What follows belongs to an exercise in optimizing a design on an open flow for small area, a short achievable clock period and few clock cycles; a production flow would make more cautious choices. Only simulation tests tie the RTL to the original design; equivalence was not proved. Power figures rest on the tool's default switching activity, not on a simulated workload.

P:
// tpx3_codec
module tpx3_codec (
    input  wire        clk,
    input  wire        rst,
    input  wire        in_valid,
    output wire        in_ready,
    input  wire [7:0]  in_op,
    input  wire [47:0] in_a,
    input  wire [31:0] in_b,
    input  wire [31:0] in_c,
    input  wire [31:0] in_d,
    output wire        out_valid,
    input  wire        out_ready,
    output wire [47:0] out_res,
    output wire        out_err,
    output wire        out_amb
);
    localparam [7:0] OP_ADDR_ENC  = 8'h01;
    localparam [7:0] OP_ADDR_DEC  = 8'h02;
    localparam [7:0] OP_LFSR_STEP = 8'h08;
    localparam [7:0] OP_ENC_TOA   = 8'h10;
    localparam [7:0] OP_DEC_TOA   = 8'h11;
    localparam [7:0] OP_ENC_FTOA  = 8'h12;
    localparam [7:0] OP_DEC_FTOA  = 8'h13;
    localparam [7:0] OP_ENC_TOT   = 8'h14;
    localparam [7:0] OP_DEC_TOT   = 8'h15;
    localparam [7:0] OP_ENC_PC10  = 8'h18;
    localparam [7:0] OP_DEC_PC10  = 8'h19;
    localparam [7:0] OP_PKT_ASM   = 8'h40;
    localparam [7:0] OP_PKT_DIS   = 8'h41;
    localparam [7:0] OP_HIT_DEC   = 8'h43;
    localparam [9:0] TOT_OVV  = 10'h1FF;
    reg        r1_vld, r2_vld;
    reg [47:0] r1_res, r2_res;                    
    reg        r1_err, r1_erb;                    
    reg        r2_err;                            
    reg        r1_amb, r2_amb;
    reg        r1_enc;                            
    reg        r1_dlo, r2_dlo;                    
    reg        r1_dhi, r2_dhi;                    
    reg        r1_glo, r1_ghi;                    
    reg [4:0]  r1_k;                              
    reg [4:0]  r2_r;                              
    reg        o_vld;
    reg [47:0] o_res;
    reg        o_err, o_amb;
    wire en = !o_vld || out_ready;        
    assign in_ready  = en;
    assign out_valid = o_vld;
    assign out_res   = o_res;
    assign out_err   = o_err;
    assign out_amb   = o_amb;
    function [13:0] gray2bin(input [13:0] g);
        integer i;
        begin
            gray2bin[13] = g[13];
            for (i = 12; i >= 0; i = i - 1)
  ...
==> flow/config.mk <==
export PLATFORM = sky130hd
export DESIGN_NAME = tpx3_codec
export DESIGN_NICKNAME = tpx3_codec
export VERILOG_FILES = /design/flow/design.v
export SDC_FILE = /design/flow/constraint.sdc
export NUM_CORES = 4
export LEC_CHECK = 0
export CAP_MARGIN = 20
export CORE_MARGIN = 2
export CORE_UTILIZATION = 40
export PLACE_DENSITY = 0.6
export SETUP_SLACK_MARGIN = 4.3
export SLEW_MARGIN = 20
==> flow/constraint.sdc <==
create_clock -name core_clock -period 8.0 [get_ports {clk}]
set_input_delay 1.6000 -clock core_clock [delete_from_list [all_inputs] [get_ports {clk}]]
set_output_delay 1.6000 -clock core_clock [all_outputs]
set_load 0.01 [all_outputs]
standard.sh (not shown) runs the stock make flow with config.mk's settings and CLKGATE_MAP_FILE= SYNTH_SCRIPT=/design/flow/synth_recipe.tcl, a recipe that flattens the netlist after the stock synthesis.
==> flow/flow/run.sh <==
#!/bin/bash
# The standard layout (standard.sh), except that the port buffers are
# buf_2 cells and timing repair may resize any cell to any size, not only to
# cells of the same footprint.  make's full output goes to make.log.
set -euo pipefail
bash standard.sh MATCH_CELL_FOOTPRINT=0 \
    "BUFFER_PORTS_ARGS=-buffer_cell sky130_fd_sc_hd__buf_2" finish > make.log 2>&1
P was carried through to the last stage, and its layout satisfied the timing, DRC and antenna checks.
Testbench counts of P, summed over its fixed seeds: cycles 1,624.
For Q, these inputs were changed with respect to P:
-- flow/config.mk --
<<< P, line 9
export CORE_MARGIN = 2
export CORE_UTILIZATION = 40
export PLACE_DENSITY = 0.6
export SETUP_SLACK_MARGIN = 4.3
export SLEW_MARGIN = 20
>>> Q, line 9
export CORE_MARGIN = 2
export CORE_UTILIZATION = 40
export CTS_BUF_LIST = sky130_fd_sc_hd__clkbuf_4 sky130_fd_sc_hd__clkbuf_8
export PLACE_DENSITY = 0.6
export SETUP_SLACK_MARGIN = 4.45
export SLEW_MARGIN = 20
[summary]
- Of P and Q, the higher non-clock buffer count in the final layout belongs to Q.
- From P to Q the numbers moved as follows: net switching fraction of the power went up 0.71 points; worst max-slew margin expressed relative to the limit went up 11 points; final standard cell utilization of the core went up 1.4 points.
- The total routed wirelength in Q was higher than what P gave.
- Total routing resource utilization after global routing for Q is higher than for P.
- In the final reports, the cell area of Q is larger than that of P.
- Summary of Q over P: cell count went up by 33, routed wire length on met3 went up by 690 um, share of power burned in combinational logic went up by 5.3 points.

==> port drivers added, routing unchanged <==
The flow's constraints put no driver on any port. The routed layouts listed below were extracted and timed again, unchanged, in two steps.
Step 1 sets driving cells, clkbuf_16 on the clock port and buf_2 on the other inputs (assumed; they add their load-dependent delay and slew).
Step 2 moves the port delays by t, midway between the first and last clock arrival at a register: inputs arrive t later, outputs are due t later. That takes back most of the time a late clock gives input paths.
a / b / c = no drivers / after step 1 / after step 2; a / b = the first two.
run	shift t [ns]	setup slack, ns	clock arrival spread, ns	worst slew at a driven data input, ns	cell pins on the clock port's net
P	0.476	4.272 / 4.300 / 3.824	0.019 / 0.019	0.06	1
Q	0.504	4.376 / 4.345 / 3.996	0.024 / 0.023	0.06	1
After both steps every run listed still meets setup and hold. For P, which loses most, drivers alone change the setup slack by +0.028 ns; drivers and shift together by -0.448 ns.
